This design comes from an exercise in tuning for small area, a short achievable clock period and few clock cycles per item on the open sky130 flow, not from production work.
At most, simulation tests tie the RTL to the original design; equivalence was not proved.
Power and IR drop assume default switching activity.

==> build 81 <==
## nio61_proc
module nio61_proc (
    input  wire        clk,
    input  wire        rst,
    input  wire        in_valid,
    output wire        in_ready,
    input  wire [7:0]  in_len,
    input  wire [95:0] in_frame,
    output wire        out_valid,
    input  wire        out_ready,
    output wire        out_err,
    output wire [31:0] out_data
);
    wire en = !out_valid || out_ready;    
    assign in_ready = en;
    wire [7:0]  f_d0     = in_frame[79:72];
    wire [7:0]  f_d1     = in_frame[71:64];
    wire [7:0]  f_d2     = in_frame[63:56];
    wire [15:0] f_value  = in_frame[55:40];
    wire [15:0] f_vmax   = in_frame[39:24];
    wire [7:0]  f_digits = in_frame[23:16];
    wire [15:0] f_cksum  = in_frame[15:0];
    wire crc_mod_bad;
    nio61_crc u_crc (.frame(in_frame), .bad(crc_mod_bad));
    wire len_bad = (in_len != 8'd12);
    wire crc_bad = crc_mod_bad;
    wire par_bad = (f_digits[7:4] != 4'd0) || (f_digits[3:0] == 4'd0) || (f_vmax == 16'd0) ||
                   (f_d0[7:3] != 5'd0) || (f_d1[7:3] != 5'd0) || (f_d2[7:3] != 5'd0);
    wire cb_i = crc_bad && !len_bad;
    wire err_i = len_bad || par_bad;
    wire [8:0] low9_i = len_bad ? 9'd2 : par_bad ? 9'd4 :
                        {f_d0[2:0], f_d1[2:0], f_d2[2:0]};
    wire mz_i = (f_value == 16'd0);
    wire sgn_i = f_value[15] || err_i;
    wire [3:0] dd_i = (err_i || mz_i) ? 4'd0 : f_digits[3:0];   
  ...
export LEC_CHECK = 0
export ABC_AREA = 1
export ABC_CLOCK_PERIOD_IN_PS = 3700
export CAP_MARGIN = 20
export CORE_MARGIN = 2
export CORE_UTILIZATION = 40
export CTS_BUF_LIST = sky130_fd_sc_hd__clkbuf_4 sky130_fd_sc_hd__clkbuf_8
export PLACE_DENSITY = 0.6
export SETUP_SLACK_MARGIN = 2.75
export SLEW_MARGIN = 20
export SYNTH_HIERARCHICAL = 1
export SYNTH_MINIMUM_KEEP_SIZE = 0
create_clock -name core_clock -period 6.0 [get_ports {clk}]
standard.sh (not shown) runs the stock make flow with config.mk's settings and CLKGATE_MAP_FILE= SYNTH_SCRIPT=/design/flow/synth_recipe.tcl, a recipe that flattens the netlist after the stock synthesis.
==> flow/flow/run.sh <==
#!/bin/bash
# Layout: the standard flow (standard.sh) with two changes:
#  - synthesis maps the XOR gate module of the checksum network with ABC's
#    speed script (synth_x2.tcl); all else as in the standard synthesis;
#  - the port buffers are sky130_fd_sc_hd__buf_2 cells.
set -euo pipefail
W=$PWD
bash standard.sh SYNTH_SCRIPT=$W/flow/synth_x2.tcl \
  "BUFFER_PORTS_ARGS=-buffer_cell sky130_fd_sc_hd__buf_2" finish > $W/flow.log 2>&1
==> flow/flow/synth_x2.tcl <==
# The standard synthesis (synth_recipe.tcl) with one change: the one-gate
# module nio61_x2 (an XOR), of which the checksum network is built, is mapped
# with ABC's speed script, which maps it to an XOR cell; every other module
# is mapped with the script the flow settings select, exactly as in the
# standard synthesis.  Registers are untouched.
proc synth {args} { yosys synth -nofsm -noshare {*}$args }
proc abc {args} {
  set i [lsearch -exact $args -script]
  set speed [lreplace $args [expr {$i + 1}] [expr {$i + 1}] $::env(SCRIPTS_DIR)/abc_speed.script]
  yosys abc {*}$args nio61_proc nio61_crc
  yosys abc {*}$speed nio61_x2
}
source $::env(SCRIPTS_DIR)/synth.tcl
# left out here: clear keep_hierarchy, flatten, clean up, hide names made inside functions, write 1_2_yosys.v
==> trial 16 (differences from build 81) <==
CORE_UTILIZATION = 60   (was 40)
PLACE_DENSITY = 0.75   (was 0.6)
SETUP_SLACK_MARGIN = 2.6   (was 2.75)
==> build 90 (differences from build 81) <==
==> flow/flow/run.sh (replaced) <==
#!/bin/bash
# Layout: the standard flow (standard.sh) with two changes:
#  - synthesis maps the XOR gate module of the checksum network with ABC's
#    speed script (synth_x2.tcl); all else as in the standard synthesis;
#  - the port buffers are sky130_fd_sc_hd__buf_1 cells.
set -euo pipefail
W=$PWD
bash standard.sh SYNTH_SCRIPT=$W/flow/synth_x2.tcl \
  "BUFFER_PORTS_ARGS=-buffer_cell sky130_fd_sc_hd__buf_1" finish > $W/flow.log 2>&1
SETUP_SLACK_MARGIN = 2.6   (was 2.75)
==> results.txt <==
- The flow ran to the end and the layout has no timing, DRC or antenna violations.
- The analysis attributes to net switching a power of around 2.7 mW.
- Summed over all nets, wire length on met3 after detailed routing comes to approximately 2.0 mm.
- The worst IR drop on VDD is around 0.16 mV.
- The cell type of the slowest stage on the worst timing path is sky130_fd_sc_hd__or2_4.
- The ratio of routed vias to standard cells is slightly below 5.
-- figures above: build 81

==> results.txt <==
- The routed design uses roughly 2.2 mm of met3 wire.
- The net load switching power is 2.58 mW.
- The final layout contains a sequential cell count of 321.
- The run finished with no timing, DRC or antenna violations.
- The worst-case IR drop observed on VDD is 0.156 mV.
- The ratio of routed vias to standard cells is 4.85.
-- figures above: build 90

==> results.txt <==
- The flow ran to the end and the layout has no timing, DRC or antenna violations.
- The clock sink count is between 300 and 400.
- The simple logic cell fraction of the synthesized area is 0.261.
- The worst-case IR drop observed on VDD is between 0.15 and 0.2 mV.
- Using the TritonRoute via totals, the vias-per-cell ratio works out to 5.39.
- For this design, the slowest cell found on the critical path is sky130_fd_sc_hd__edfxtp_1.
- In the final routing, the length of wire on met1 measures ~20 mm.
- The most critical setup path has its endpoint at rem_q3[10].
- The routed length on met3 is roughly 2.7 mm.
-- figures above: trial 16

Testbench counts of build 81, summed over its fixed seeds: cycles 16,064, items 16,000.
Testbench counts of trial 16, summed over its fixed seeds: cycles 16,064, items 16,000.
Testbench counts of build 90, summed over its fixed seeds: cycles 16,064, items 16,000.

==> inputs of v30 <==
Another version of the RTL of nio61_proc (not shown whole).
// nio61_proc
module nio61_proc (
    input  wire        clk,
    input  wire        rst,
    input  wire        in_valid,
    output wire        in_ready,
    input  wire [7:0]  in_len,
    input  wire [95:0] in_frame,
    output wire        out_valid,
    input  wire        out_ready,
    output wire        out_err,
    output wire [31:0] out_data
);
    wire en = !out_valid || out_ready;    
    assign in_ready = en;
    wire [7:0]  f_d0     = in_frame[79:72];
    wire [7:0]  f_d1     = in_frame[71:64];
    wire [7:0]  f_d2     = in_frame[63:56];
    wire [15:0] f_value  = in_frame[55:40];
    wire [15:0] f_vmax   = in_frame[39:24];
    wire [7:0]  f_digits = in_frame[23:16];
    wire [15:0] f_cksum  = in_frame[15:0];
    wire crc_mod_bad;
    nio61_crc u_crc (.frame(in_frame), .bad(crc_mod_bad));
    wire len_bad = (in_len != 8'd12);
    wire crc_bad = crc_mod_bad;
  ...
export LEC_CHECK = 0
export ABC_AREA = 1
export ABC_CLOCK_PERIOD_IN_PS = 3700
export CAP_MARGIN = 20
export CORE_MARGIN = 2
export CORE_UTILIZATION = 40
export CTS_BUF_LIST = sky130_fd_sc_hd__clkbuf_4 sky130_fd_sc_hd__clkbuf_8
export PLACE_DENSITY = 0.6
export SLEW_MARGIN = 20
create_clock -name core_clock -period 6.0 [get_ports {clk}]
==> flow/flow/run.sh <==
#!/bin/bash
# Layout: the standard flow (standard.sh) with two changes:
#  - synthesis maps the checksum module with ABC's speed script (synth_mixed.tcl);
#  - the port buffers are sky130_fd_sc_hd__buf_2 cells.
set -euo pipefail
W=$PWD
bash standard.sh SYNTH_SCRIPT=$W/flow/synth_mixed.tcl SYNTH_HIERARCHICAL=1 \
  SYNTH_KEEP_MODULES=nio61_crc \
  "BUFFER_PORTS_ARGS=-buffer_cell sky130_fd_sc_hd__buf_2" finish > $W/flow.log 2>&1
==> flow/flow/synth_mixed.tcl <==
# The standard synthesis (synth_recipe.tcl), except that the checksum module
# nio61_crc, which is kept as its own module until the end, is mapped with
# ABC's speed script (it maps XOR trees to XOR cells) while the rest uses the
# script the flow settings select.  Registers are untouched: they are all in
# the top module and are mapped exactly as in the standard synthesis.
proc synth {args} { yosys synth -nofsm -noshare {*}$args }
proc abc {args} {
  set i [lsearch -exact $args -script]
  set speed [lreplace $args [expr {$i + 1}] [expr {$i + 1}] $::env(SCRIPTS_DIR)/abc_speed.script]
  yosys abc {*}$args nio61_proc
  yosys abc {*}$speed nio61_crc
}
source $::env(SCRIPTS_DIR)/synth.tcl
# left out here: clear keep_hierarchy, flatten, clean up, hide names made inside functions, write 1_2_yosys.v
==> v29 (differences from v30) <==
CTS_BUF_LIST = unset   (was sky130_fd_sc_hd__clkbuf_4 sky130_fd_sc_hd__clkbuf_8)
SETUP_SLACK_MARGIN = 2.3   (was unset)
==> v36 (differences from v30) <==
CTS_BUF_LIST = unset   (was sky130_fd_sc_hd__clkbuf_4 sky130_fd_sc_hd__clkbuf_8)
==> reports/qor.yml <==
status: "timing/DRC/antenna clean"
pwr-share-seq_pct: 35.4
final_cells: 3473
critPathLaunchType: "flip-flop"
rr_worst_depth: 16
use_met3_pct: 2.56
post_cts_resized: 0
fin_crit_ns: 3.99
use_met1_pct: 24.7
comb.multi_input.count: 1826
setup_slack_ns: 2.01
nNonClkBuffers: 142
tightest_slew_ns: 1.09
[end of results for v36]
==> reports/qor.yml <==
fin_crit_ns: 3.62
status: "timing/DRC/antenna clean"
pwr-share-seq_pct: 35.6
use_met1_pct: 23.8
rr_worst_depth: 18
tightest_slew_ns: 0.927
nNonClkBuffers: 156
post_cts_resized: 1
[end of results for v29]
==> reports/qor.yml <==
status: "timing/DRC/antenna clean"
fin_crit_ns: 3.93
pwr-share-seq_pct: 36.5
setup_slack_ns: 2.07
nNonClkBuffers: 142
rr_worst_depth: 16
comb.multi_input.count: 1826
tightest_slew_ns: 1.03
use_met3_pct: 2.60
final_cells: 3512
setup_violations: 0
use_met1_pct: 24.6
[end of results for v30]
No functional check of the RTL was part of any run of this note.

-- re-timing with driven ports --
The flow's constraints put no driver on any port. The routed layouts listed below were extracted and timed again, unchanged, in two steps.
Step 1 sets driving cells, clkbuf_16 on the clock port and buf_2 on the other inputs (assumed; they add their load-dependent delay and slew).
Step 2, shift: input delay + t, output delay - t, t = (earliest + latest rising clock arrival at the registers) / 2. This alone moves slack from input paths to output paths.
a / b / c = ideal ports / drivers / drivers and shift; a / b = the first two.
| run | t, ns | slack for setup (ns) | hold WS [ns] | worst slew at a driven data input, ns |
|---|---|---|---|---|
| build 81 | 0.660 | 2.788 / 2.799 / 2.138 | 0.394 / 0.394 / 0.394 | 0.05 |
| trial 16 | 0.662 | 2.670 / 2.670 / 2.101 | 0.412 / 0.412 / 0.412 | 0.05 |
| build 90 | 0.663 | 2.682 / 2.714 / 2.051 | 0.409 / 0.409 / 0.409 | 0.04 |
| v30 | 0.687 | 2.072 / 2.072 / 1.540 | 0.397 / 0.397 / 0.397 | 0.05 |
| v29 | 0.599 | 2.377 / 2.413 / 1.814 | 0.396 / 0.396 / 0.396 | 0.05 |
| v36 | 0.596 | 2.009 / 2.009 / 1.505 | 0.396 / 0.396 / 0.396 | 0.05 |
After both steps every run listed still meets setup and hold. For build 81, which loses most, drivers alone change the setup slack by +0.011 ns; drivers and shift together by -0.650 ns.
